Context: an optimization exercise on an open-source flow, tuned for small area, a short achievable clock period and few clock cycles per item. The choices shown serve that exercise and are no tape-out recipe. The RTL was checked by simulation tests, not by an equivalence proof against the original design.

## flow/design.v (module list and top-level ports; edited modules follow where they fit)
// module shipovnik_chal: 4265 lines
module shipovnik_chal (
    input  wire         clk,
    input  wire         rst,
    input  wire         start,
    input  wire [511:0] hash,
    output reg          busy,
    output reg          done,
    output reg  [437:0] ch
);
  // ...
==> flow/flow/run.sh <==
#!/bin/bash
# The standard layout (standard.sh), with four changes to how it is made:
#  - ports are buffered with sky130_fd_sc_hd__buf_1 rather than the default cell,
#  - sizing may change a cell's footprint (MATCH_CELL_FOOTPRINT=0),
#  - setup repair aims 24.2 ns below the 32 ns period, so critical paths get sized,
#  - clock tree synthesis adds no dummy loads.
# make's full output goes to make_finish.log here; each step's log is under orfs/logs.
set -euo pipefail
bash standard.sh MATCH_CELL_FOOTPRINT=0 SETUP_SLACK_MARGIN=24.2 \
  "BUFFER_PORTS_ARGS=-buffer_cell sky130_fd_sc_hd__buf_1" \
  "CTS_ARGS=-sink_clustering_enable -repair_clock_nets -dont_use_dummy_load" \
  finish > make_finish.log 2>&1
==> flow/standard.sh <==
#!/bin/bash
# synth_recipe.tcl (not shown) runs the flow's synth.tcl, then flattens the netlist and writes it again
# the make line also repeats each setting of config.mk as NAME=value (left out here)
make -C /OpenROAD-flow-scripts/flow DESIGN_CONFIG=/design/flow/config.mk WORK_HOME=/design/flow/orfs CLKGATE_MAP_FILE= SYNTH_SCRIPT=/design/flow/synth_recipe.tcl "${@:-finish}"
==> flow/config.mk <==
export PLATFORM = sky130hd
export DESIGN_NAME = shipovnik_chal
export DESIGN_NICKNAME = shipovnik_chal
export VERILOG_FILES = /design/flow/design.v
export SDC_FILE = /design/flow/constraint.sdc
export NUM_CORES = 4
export LEC_CHECK = 0
export CAP_MARGIN = 20
export CORE_MARGIN = 2
export CORE_UTILIZATION = 60
export SLEW_MARGIN = 20
==> flow/constraint.sdc <==
create_clock -name core_clock -period 32.0 [get_ports {clk}]
set_input_delay 6.4000 -clock core_clock [delete_from_list [all_inputs] [get_ports {clk}]]
set_output_delay 6.4000 -clock core_clock [all_outputs]
set_load 0.01 [all_outputs]
==> impl_metrics.env, run 1 <==
export IMPL_cts_max_path_buffers=3
export IMPL_synthTopCellsByCount="1778 x fa_1, 661 x inv_1, 556 x ha_1"
export IMPL_comb_multi_input_count=5390
export IMPL_outcome="complete, no violations"
export IMPL_fin_crit_sh_pct=24.2
export IMPL_largest_reg_flops=512
export IMPL_worstPathRequired_ns=25.60
export IMPL_crit_slowest_cell="edfxtp_1"
export IMPL_grtUsageMet1_pct=46.2
export IMPL_maxCapViolCount=0
export IMPL_gr_total_overflow=0
export IMPL_synth_xor_area_share_pct=2.75
export IMPL_grt_max_degree=227
export IMPL_taps=2016
export IMPL_wl_mm=272
export IMPL_cts_buffers=107
export IMPL_rsz0062_at_grt="yes"
export IMPL_cpPeakStageDelay_ns=0.33
export IMPL_dr_wl_met3_mm=24.4
export IMPL_ys_types=110
export IMPL_fin_cells=10300
export IMPL_initial_core_util_pct=60.3
export IMPL_hp_class="register to register"
export IMPL_inv_count=667
export IMPL_synth_compound_area_share_pct=10.5
export IMPL_antenna_found_initial=86
export IMPL_pre_cts_ws_ns=22.51
export IMPL_clk_latency_ns=0.74
export IMPL_regArea_sq_um=24000
export IMPL_cts_hold_buf=0
export IMPL_synth_area_sq_um=90300
export IMPL_critPathCaptureType="output pin"
export IMPL_cts_resized=88
export IMPL_layout_commonest_cell="fa_1"
export IMPL_io_buffers=954
export IMPL_filler_cell_count=11500
Testbench counts, summed over its fixed seeds: cycles 5,376, items 256.
==> run 2, diff against run 1 <==
==> flow/flow/run.sh (replaced) <==
#!/bin/bash
# The standard layout (standard.sh), with four changes to how it is made:
#  - ports are buffered with sky130_fd_sc_hd__buf_1 rather than the default cell,
#  - sizing may change a cell's footprint (MATCH_CELL_FOOTPRINT=0),
#  - setup repair aims 24 ns below the 32 ns period, so critical paths get sized,
#  - clock tree synthesis adds no dummy loads and clusters up to 20 sinks within 100 um.
# make's full output goes to make_finish.log here; each step's log is under orfs/logs.
set -euo pipefail
bash standard.sh MATCH_CELL_FOOTPRINT=0 SETUP_SLACK_MARGIN=24 \
  "BUFFER_PORTS_ARGS=-buffer_cell sky130_fd_sc_hd__buf_1" \
  "CTS_ARGS=-sink_clustering_enable -repair_clock_nets -dont_use_dummy_load -sink_clustering_size 20 -sink_clustering_max_diameter 100" \
  finish > make_finish.log 2>&1
--- a/flow/config.mk
+++ b/flow/config.mk
@@ -7,5 +7,5 @@
 export LEC_CHECK = 0
 export CAP_MARGIN = 20
 export CORE_MARGIN = 2
-export CORE_UTILIZATION = 60
+export CORE_UTILIZATION = 55
 export SLEW_MARGIN = 20
==> run 2 against run 1 <==
  * Via count is 0.11% lower
  * Register-to-register slack worse by 0.19 ns
  * Cell count is 0.84% higher
  * Sequential share of layout area is 0.30 points higher
  * Utilization is 6.2 points lower
  * Clock-buffer cell count is 40 lower
  * Wire length is 3.8% higher
  * First-iteration DRC count is 3.2% lower
  * Synthesized area stayed put
  * Highest routed layer unchanged
==> impl_metrics.env, run 2 <==
export IMPL_fin_cells=10300
export IMPL_gr_total_overflow=0
export IMPL_gp_congestion=0.991
export IMPL_hold_viol_final=0
export IMPL_worstPathRequired_ns=25.60
export IMPL_final_cell_area_sq_um=98600
export IMPL_final_cell_mix="1763 x fa_1, 952 x buf_1, 656 x inv_1, 553 x ha_1, 529 x dfxtp_1"
export IMPL_hp_class="register to register"
export IMPL_layout_commonest_cell="fa_1"
export IMPL_synth_flop_cell="dfxtp_1"
export IMPL_yosys_warnings=1
export IMPL_critPathCaptureType="output pin"
export IMPL_path_cells="buf_1"
export IMPL_async_reset_ff_share_pct=0
export IMPL_hold_start="busy"
export IMPL_clkTransAtPathRegs_ns=0.08
export IMPL_crit_slowest_cell="buf_1"
export IMPL_outcome="complete, no violations"
export IMPL_dpl_instance_area_sq_um=96300
export IMPL_core_area_sq_um=163000
export IMPL_grt_pass1_wl_mm=424
export IMPL_first_pass_iters=8
export IMPL_io_buffers=954
export IMPL_die_area_sq_um=167000
export IMPL_dp_cells=10200
export IMPL_worst_pin_slew_ns=1.20
export IMPL_maxCapViolCount=0
export IMPL_r2r_end="x[478]"
export IMPL_grt_pass1_vias=65100
export IMPL_die_h_um=409
export IMPL_fin_crit_sh_pct=24.7
export IMPL_ys_types=110
export IMPL_antenna_left=0
export IMPL_reg2reg_depth=31
export IMPL_cpPeakStageDelay_ns=0.48
export IMPL_initial_core_util_pct=55.4
export IMPL_clock_skew_ns=0.0496
export IMPL_row_count=148
export IMPL_cts_sinks=978
export IMPL_cts_max_path_buffers=3
export IMPL_largest_register="x"
export IMPL_drcViolationCount=0
export IMPL_root_buffer="clkbuf_16"
export IMPL_dp_hpwl_mm=238
export IMPL_ys_ff_latch=978
export IMPL_wl_per_cell_um=27.3
export IMPL_slew_violations=0
export IMPL_dieWidth_um=409
export IMPL_wl_mm=283
export IMPL_maxSlewHeadroom_pct=20.3
export IMPL_timing_setup_tns_ns=0
export IMPL_htree_levels=3
export IMPL_clk_latency_ns=0.72
export IMPL_reg2reg_slack_ns=24.24
export IMPL_fmax_mhz=127
export IMPL_drt_iter0_drc=4476
export IMPL_critPathArrivalTime_ns=1.50
export IMPL_synthMostInstantiatedCell="fa_1"
export IMPL_cp_top_family="buffers and inverters"
export IMPL_cts_buffers=67
export IMPL_finalCriticalPeriod_ns=7.90
export IMPL_yosysSeqAreaShare_pct=26.6
export IMPL_synth_area_top_cells="fa_1 39%, edfxtp_1 15%, dfxtp_1 12%"
export IMPL_holdWs_ns=0.474
export IMPL_startpoint_type="register"
export IMPL_drive_gt1_share_pct=7.06
export IMPL_viasPerCell=5.90
export IMPL_ios=955
export IMPL_grt_max_degree=103
export IMPL_setup_viol=0
export IMPL_yosysTopAreaCell="fa_1"
export IMPL_synth_edff_count=442
export IMPL_netlist_instances=7193
export IMPL_largest_reg_flops=512
export IMPL_worstSetupPathType="register to output pin"
export IMPL_route_vias_total=61000
export IMPL_hold_end="busy"
export IMPL_fin_nets=11000
export IMPL_rr_startpoint="x[0]"
export IMPL_antenna_found_initial=76
export IMPL_area_growth_pct=9.26
export IMPL_rsz0062_at_grt="no"
export IMPL_syn_avg_cell_area_sq_um=12.6
export IMPL_hold_depth=2
export IMPL_cp_buffers_inverters=1
export IMPL_cts_tree="done"
export IMPL_synth_nets=10000
export IMPL_grt_usage_pct=34.5
export IMPL_synth_area_sq_um=90300
export IMPL_synthTopCellsByCount="1778 x fa_1, 661 x inv_1, 556 x ha_1"
export IMPL_top_regs="x (512), ch (438), v (20)"
export IMPL_synth_top_area_share_pct=39.4
export IMPL_cp_max_fo=1
[run 2: cell counts after synthesis]
No cell type changed its count.
[run 2: worst max path at each step]
| stage | slack, ns | endpoint | start | depth (start not counted) |
|---|---|---|---|---|
| floorplan | 24.06 | v[19] | x[500] | 27 |
| global placement | 22.52 | v[16] | x[4] | 32 |
| detailed placement | 22.49 | v[16] | x[4] | 32 |
| CTS | 24.00 | x[462] | x[4] | 33 |
| global route | 23.89 | x[190] | x[0] | 32 |
| finish | 24.10 | ch[85] | ch[85] | 1 |
[run 2: metrics by stage]
| step | setup WS [ns] | utilization, % |
|---|---|---|
| after global routing | 23.89 | 60.5 |
| after floorplan | 24.06 | - |
| after global placement | 22.52 | 59.1 |
| after CTS | 24.00 | 60.3 |
| after detailed placement | 22.49 | 59.1 |
| final | 24.10 | 60.5 |
[run 2: kinds of logic after synthesis]
logic type      Yosys count  share of synthesized area, %
fa+ha+maj              2336                          47.2
simple gates           1031                          5.59
compound gates         1432                          10.5
flops                   978                          26.6
mux                     308                          3.83
buf+inv                 825                          3.59
xor+xnor                283                          2.75
[run 2: repair_timing]
item                                    in CTS  in global routing
endpoints found under the setup margin     271                192
buffers inserted                            11                 11
hold buffers                                 0                  0
pin swaps                                   12                 22
gates resized for setup                     70                 27
[run 2: layer usage]
metal  GRT usage (%)  wire (um)
met1            44.9     111000
met2            55.2     134000
met3            6.86      21600
met4            17.4      15500
met5               0        310
[run 2: final cells by class]
cell class / count / area [sq um]
Multi-Input combinational cell: 5390 / 63500
Timing Repair Buffer: 1024 / 4150
Sequential cell: 978 / 24000
Tap cell: 2175 / 2720
Inverter: 667 / 2500
Antenna cell: 44 / 110
Clock buffer: 67 / 1680
Fill cell: 13400 / 64300
==> run 3, diff against run 2 <==
==> flow/flow/run.sh (replaced) <==
#!/bin/bash
# The standard layout (standard.sh), with four changes to how it is made:
#  - ports are buffered with sky130_fd_sc_hd__buf_1 rather than the default cell,
#  - sizing may change a cell's footprint (MATCH_CELL_FOOTPRINT=0),
#  - setup repair aims 24.3 ns below the 32 ns period, so critical paths get sized,
#  - clock tree synthesis adds no dummy loads and clusters up to 20 sinks within 100 um.
# make's full output goes to make_finish.log here; each step's log is under orfs/logs.
set -euo pipefail
bash standard.sh MATCH_CELL_FOOTPRINT=0 SETUP_SLACK_MARGIN=24.3 \
  "BUFFER_PORTS_ARGS=-buffer_cell sky130_fd_sc_hd__buf_1" \
  "CTS_ARGS=-sink_clustering_enable -repair_clock_nets -dont_use_dummy_load -sink_clustering_size 20 -sink_clustering_max_diameter 100" \
  finish > make_finish.log 2>&1
--- a/flow/config.mk
+++ b/flow/config.mk
@@ -7,5 +7,5 @@
 export LEC_CHECK = 0
 export CAP_MARGIN = 20
 export CORE_MARGIN = 2
-export CORE_UTILIZATION = 55
+export CORE_UTILIZATION = 60
 export SLEW_MARGIN = 20
==> run 3 against run 2 <==
  * Still clean
  * Via count increased by 0.30%
  * Clock-buffer cell count decreased by 1
  * Utilization increased by 5.8 points
  * Synthesized cell count unchanged
  * Sequential share of layout area decreased by 0.12 points
  * First-iteration DRC count increased by 5.8%
  * Largest cell class unchanged
==> impl_metrics.env, run 3 <==
export IMPL_outcome="complete, no violations"
export IMPL_drt_iter0_drc=4734
export IMPL_synthTopCellsByCount="1778 x fa_1, 661 x inv_1, 556 x ha_1"
export IMPL_rsz0062_at_grt="yes"
export IMPL_synth_area_sq_um=90300
export IMPL_cp_buffers_inverters=1
export IMPL_yosysSeqAreaShare_pct=26.6
export IMPL_clkTransAtPathRegs_ns=0.08
export IMPL_startpoint_type="register"
export IMPL_top_regs="x (512), ch (438), v (20)"
export IMPL_largest_register="x"
export IMPL_fmax_mhz=129
export IMPL_cts_hold_buf=0
export IMPL_largest_reg_flops=512
export IMPL_ys_types=110
export IMPL_htree_levels=3
export IMPL_drcViolationCount=0
export IMPL_synth_fa_ha_area_share_pct=47.2
export IMPL_cpPeakStageDelay_ns=0.48
export IMPL_yosysTopAreaCell="fa_1"
export IMPL_cts_sinks=978
export IMPL_row_count=142
export IMPL_cts_buffers=66
export IMPL_synth_simple_area_share_pct=5.59
export IMPL_critPathArrivalTime_ns=1.35
export IMPL_io_buffers=954
export IMPL_reg2reg_depth=32
export IMPL_synth_flop_cell="dfxtp_1"
export IMPL_cp_max_fo=1
export IMPL_synthMuxAreaShare_pct=3.83
export IMPL_area_growth_pct=9.87
export IMPL_gr_total_overflow=0
export IMPL_root_buffer="clkbuf_16"
export IMPL_netlist_instances=7193
export IMPL_slew_violations=0
export IMPL_antenna_found_initial=86
export IMPL_crit_slowest_cell="edfxtp_1"
export IMPL_path_cells="buf_6"
export IMPL_worstSetupPathType="register to output pin"
export IMPL_hp_class="register to register"
export IMPL_cp_depth=1
export IMPL_synth_top_area_share_pct=39.4
export IMPL_initial_core_util_pct=60.3
export IMPL_clk_latency_ns=0.72
export IMPL_synth_compound_area_share_pct=10.5
export IMPL_cts_max_path_buffers=3
export IMPL_ys_ff_latch=978
export IMPL_worst_pin_slew_ns=1.08
export IMPL_synth_nets=10000
export IMPL_maxCapViolCount=0
export IMPL_finalCriticalPeriod_ns=7.75
export IMPL_synth_top_family_by_area="adder cells"
export IMPL_hold_viol_final=0
export IMPL_clock_skew_ns=0.0966
export IMPL_die_h_um=392
export IMPL_synth_area_top_cells="fa_1 39%, edfxtp_1 15%, dfxtp_1 12%"
export IMPL_filler_cell_count=11700
export IMPL_dpl_instance_area_sq_um=96100
export IMPL_ios=955
export IMPL_route_vias_total=61200
export IMPL_async_reset_ff_share_pct=0
export IMPL_fin_crit_sh_pct=24.2
export IMPL_hold_depth=2
export IMPL_critPathCaptureType="output pin"
export IMPL_core_area_sq_um=150000
export IMPL_grt_usage_pct=36.7
export IMPL_multi_input_area_sq_um=63800
export IMPL_fin_nets=11000
export IMPL_first_pass_iters=8
export IMPL_layout_commonest_cell="fa_1"
export IMPL_drive_gt1_share_pct=8.79
export IMPL_timing_setup_tns_ns=0
export IMPL_synth_edff_count=442
export IMPL_dp_hpwl_mm=230
export IMPL_dieWidth_um=392
export IMPL_final_cell_mix="1758 x fa_1, 880 x buf_1, 647 x inv_1, 549 x ha_1, 521 x dfxtp_1"
export IMPL_grt_max_degree=92
export IMPL_grt_pass1_wl_mm=413
export IMPL_dp_cells=10000
export IMPL_synth_xor_area_share_pct=2.75
export IMPL_syn_avg_cell_area_sq_um=12.6
export IMPL_yosys_warnings=1
export IMPL_regArea_sq_um=24000
export IMPL_cp_top_family="flip-flops"
export IMPL_cts_tree="done"
export IMPL_worstPathRequired_ns=25.60
export IMPL_fin_cells=10200
export IMPL_grt_pass1_vias=65400
export IMPL_wl_per_cell_um=26.8
export IMPL_die_area_sq_um=154000
export IMPL_wl_mm=274
export IMPL_synthMostInstantiatedCell="fa_1"
export IMPL_antenna_left=0
export IMPL_gp_congestion=0.985
export IMPL_final_cell_area_sq_um=99200
export IMPL_maxSlewHeadroom_pct=26.2
export IMPL_setup_viol=0
export IMPL_viasPerCell=5.99
==> run 3: stage by stage <==
step	hold WS, ns	setup slack, ns	util [%]
floorplan	0.481	24.21	-
global placement	0.449	22.90	64.2
global route	0.495	24.12	66.3
CTS	0.467	24.20	65.7
finish	0.461	24.25	66.3
detailed placement	0.454	22.74	64.3
==> run 3: layer usage <==
layer / vias up / track usage [%] / routed length (um)
li1: 26500 / - / -
met1: 31200 / 46.3 / 101000
met2: 2789 / 57.3 / 129000
met3: 675 / 8.04 / 23000
met4: 40 / 24.3 / 20300
met5: - / 0 / 273
==> run 3: layout make-up <==
class                   instances  area share [%]
multi-input cells            5390            64.3
inverters                     667            2.53
clock buffers                  66            1.67
well taps                    2016            2.54
diodes                         62           0.156
flip-flops and latches        978            24.2
repair buffers               1043            4.57
==> run 3: path summary, 6_finish.rpt <==
kind                            slack, ns       to    start
worst max-delay path                24.25  ch[226]  ch[226]
worst min-delay path                 0.46     busy     busy
worst max register to register      24.33   x[474]     x[0]
worst min register to register       0.46     busy     busy
==> run 3: repair_timing <==
item / in CTS / in global routing
gates resized for setup: 153 / 122
endpoints found under the setup margin: 434 / 208
buffers inserted: 17 / 30
pin swaps: 23 / 53
gates cloned: 0 / 0
==> run 3: cell families after synthesis <==
logic type | count (synthesis)
AOI/OAI and AO/OA | 1432
DFF | 978
adders and majority gates | 2336
muxes | 308
buffers and inverters | 825
xor gates and xnor gates | 283
and+or+nand+nor | 1031
==> run 3: worst register-to-register path, delay by kind of cell (launching register included) <==
| kind | cells | cell delay, ns |
|---|---|---|
| buf+inv | 4 | 0.33 |
| fa+ha+maj | 11 | 3.39 |
| compound gates | 11 | 2.32 |
| flops | 1 | 0.43 |
| simple gates | 5 | 0.78 |
| mux | 1 | 0.27 |

re-timing with driven ports:
No port has a modelled driver above. Below, the same layouts with a new extraction and two added sets of constraints. Step 1 assumes that a clkbuf_16 drives the clock port and a buf_2 every other input. Step 2, shift: input delay + t, output delay - t, t = (earliest + latest rising clock arrival at the registers) / 2. This alone moves slack from input paths to output paths. Three values: ideal, step 1, step 2; two values: the first two.
| run | shift t [ns] | setup slack, ns | hold slack, ns | worst setup path at the end |
|---|---|---|---|---|
| run 1 | 0.799 | 24.246 / 24.156 / 24.434 | 0.473 / 0.473 / 0.473 | register to register |
| run 2 | 0.774 | 24.102 / 24.012 / 24.236 | 0.474 / 0.474 / 0.474 | register to register |
| run 3 | 0.758 | 24.246 / 24.158 / 24.331 | 0.461 / 0.461 / 0.461 | register to register |
After both steps every run listed still meets setup and hold.
